Source: an optimization exercise on an open RTL-to-GDS flow (aim: small area, a short achievable clock period and few clock cycles). Production flows keep margins and buffers that such runs may drop.
In this exercise RTL edits were held to simulation tests only and were not proved equivalent to the original.
No activity file was given, so power comes from the tool's default toggle rates.

Setup of v3:
Design racebox_decoder, start of the top module:
module racebox_decoder (
    input  wire        clk,
    input  wire        rst,
    input  wire        in_valid,
    input  wire [7:0]  in_data,
    output wire        in_ready,
    output wire        frame_valid,
    output wire        ck_error,
    output wire [31:0] itow,
    output wire [15:0] year,
    output wire [7:0]  month,
    output wire [7:0]  day,
    output wire [7:0]  hour,
    output wire [7:0]  minute,
    output wire [7:0]  second,
    output wire [7:0]  validity_flags,
    output wire [31:0] time_accuracy,
    output wire [31:0] nanoseconds,
    output wire [7:0]  fix_status,
    output wire [7:0]  fix_status_flags,
    output wire [7:0]  date_time_flags,
    output wire [7:0]  num_svs,
    output wire [31:0] longitude,
    output wire [31:0] latitude,
    output wire [31:0] wgs_altitude,
    output wire [31:0] msl_altitude,
    output wire [31:0] horizontal_accuracy,
    output wire [31:0] vertical_accuracy,
    output wire [31:0] speed,
    output wire [31:0] heading,
    output wire [31:0] speed_accuracy,
    output wire [31:0] heading_accuracy,
    output wire [15:0] pdop,
    output wire [7:0]  lat_lon_flags,
    output wire [7:0]  battery_status,
    output wire [15:0] gforce_x,
    output wire [15:0] gforce_y,
  ...
==> flow/config.mk <==
export PLATFORM = sky130hd
export DESIGN_NAME = racebox_decoder
export DESIGN_NICKNAME = racebox_decoder
export VERILOG_FILES = /design/flow/design.v
export SDC_FILE = /design/flow/constraint.sdc
export NUM_CORES = 4
export LEC_CHECK = 0
export CAP_MARGIN = 20
export CORE_MARGIN = 2
export CORE_UTILIZATION = 30
export SLEW_MARGIN = 20
==> flow/constraint.sdc <==
create_clock -name core_clock -period 100.0 [get_ports {clk}]
set_input_delay 20.0000 -clock core_clock [delete_from_list [all_inputs] [get_ports {clk}]]
set_output_delay 20.0000 -clock core_clock [all_outputs]
set_load 0.01 [all_outputs]
standard.sh (not shown) runs the stock make flow with config.mk's settings and CLKGATE_MAP_FILE= SYNTH_SCRIPT=/design/flow/synth_recipe.tcl, a recipe that flattens the netlist after the stock synthesis.
==> flow/flow/run.sh <==
#!/bin/bash
# Standard ORFS layout, except that the port buffers are the smallest
# buffer instead of the one buffer_ports picks by default.
set -euo pipefail
export BUFFER_PORTS_ARGS="-buffer_cell sky130_fd_sc_hd__buf_1"
bash standard.sh > flow_make.log 2>&1
v3: all stages complete, timing, DRC and antenna checks passed
Testbench counts of v3, summed over its fixed seeds: cycles 100,212.
The inputs of v28 differ from those of v3 as listed below.
Settings: changing CORE_UTILIZATION from 30 to 60.
==> flow/flow/run.sh <==
#!/bin/bash
# Standard ORFS layout with the smallest buffer on each port and a clock
# tree of mid-size buffers without dummy loads.
set -euo pipefail
export BUFFER_PORTS_ARGS="-buffer_cell sky130_fd_sc_hd__buf_1"
export CTS_ARGS="-sink_clustering_enable -repair_clock_nets -dont_use_dummy_load -buf_list sky130_fd_sc_hd__clkbuf_4 -sink_clustering_size 9 -sink_clustering_max_diameter 40"
bash standard.sh > flow_make.log 2>&1
### Flow results
v28 -> v3: area after synthesis delta 0, exact match. [compare] base=v3 new=v28: first-pass GRT wire length decreased by 11% relative to the old numbers; actual transition at the worst max-transition pin climbed 0.029 ns; relative contribution of the clock network to total power went down 17 points; reported clock group power lost 54%. Number of buffers outside the clock class in the layout, v28 vs v3: down slightly. For v3, the critical path endpoint was itow[19], unlike v28, where it was itow[0]. Diff v3 -> v28: internal power decreased by 24% relative to the old numbers; combinational group share of total power higher. Summary: final instance area, v28 better than v3.
The inputs of v39 differ from those of v28 as listed below.
Settings: swapping 60 for 30 in CORE_UTILIZATION.
==> flow/run.sh (new file) <==
#!/bin/bash
# synth_recipe.tcl (not shown) runs the flow's synth.tcl, then flattens the netlist and writes it again
# the make line also repeats each setting of config.mk as NAME=value (left out here)
make -C /OpenROAD-flow-scripts/flow DESIGN_CONFIG=/design/flow/config.mk WORK_HOME=/design/flow/orfs CLKGATE_MAP_FILE= SYNTH_SCRIPT=/design/flow/synth_recipe.tcl finish
removed: flow/flow/run.sh
removed: flow/standard.sh
### Flow results
Diff v28 -> v39: cell area after layout increased about 24%; flip-flop and latch count about even.
Delta(vertical die dimension, v39 - v28) > 0
Looking at core region area, v39 sits 100% above v28.
The following lists how v15 was set up differently from v39:
Settings: changing CORE_UTILIZATION from 30 to 60.
==> flow/flow/run.sh (new file) <==
#!/bin/bash
# Standard ORFS layout with the smallest buffer on each port and a clock
# tree of mid-size buffers without dummy loads.
set -euo pipefail
export BUFFER_PORTS_ARGS="-buffer_cell sky130_fd_sc_hd__buf_1"
export CTS_ARGS="-sink_clustering_enable -repair_clock_nets -dont_use_dummy_load -buf_list sky130_fd_sc_hd__clkbuf_8 -sink_clustering_size 16 -sink_clustering_max_diameter 50"
bash standard.sh > flow_make.log 2>&1
==> flow/standard.sh (new file) <==
#!/bin/bash
# synth_recipe.tcl (not shown) runs the flow's synth.tcl, then flattens the netlist and writes it again
# the make line also repeats each setting of config.mk as NAME=value (left out here)
make -C /OpenROAD-flow-scripts/flow DESIGN_CONFIG=/design/flow/config.mk WORK_HOME=/design/flow/orfs CLKGATE_MAP_FILE= SYNTH_SCRIPT=/design/flow/synth_recipe.tcl "${@:-finish}"
removed: flow/run.sh
Results
On synthesis-to-layout area growth, the lower figure sits with v15, not v39. v39 was carried through to the last stage, and its layout satisfied the timing, design-rule and antenna checks. v15: done, clean on timing, DRC and antenna. Of v39 and v15, the run reporting the lower worst hold slack was v15. | power | v15 vs v39 | better |. Measured against each other, v39 and v15 differ in power density over the cells, the higher figure coming from v39. Pre-CTS worst setup slack delta for v15 relative to v39: 0.82 ns higher.

-- what the ideal ports hide --
The results above use ideal ports. As a check the final layouts listed here were re-extracted and re-timed, cells and wires unchanged. Step 1 sets driving cells, clkbuf_16 on the clock port and buf_2 on the other inputs (assumed; they add their load-dependent delay and slew). Step 2 adds t to the input delays and takes it off the output delays; t is the mean of the earliest and latest rising clock arrival at the registers after step 1. Input paths then give back, and output paths get back, about the clock's delay inside the block. a / b / c = no drivers / after step 1 / after step 2; a / b = the first two.
run	shift t [ns]	setup WS [ns]	worst setup path at the end	slew at the worst register clock pin (ns)	cell pins on the clock port's net
v3	0.677	78.579 / 78.517 / 78.789	input to register	0.06 / 0.06	1
v28	0.854	78.366 / 78.313 / 78.714	input to register	0.10 / 0.10	1
v39	0.681	78.180 / 78.120 / 77.860	input to register	0.06 / 0.06	1
v15	0.707	78.539 / 78.485 / 78.758	input to register	0.11 / 0.11	1
After both steps setup and hold are still met in every run listed. For v39, which loses most, drivers alone change the setup slack by -0.060 ns; drivers and shift together by -0.320 ns.
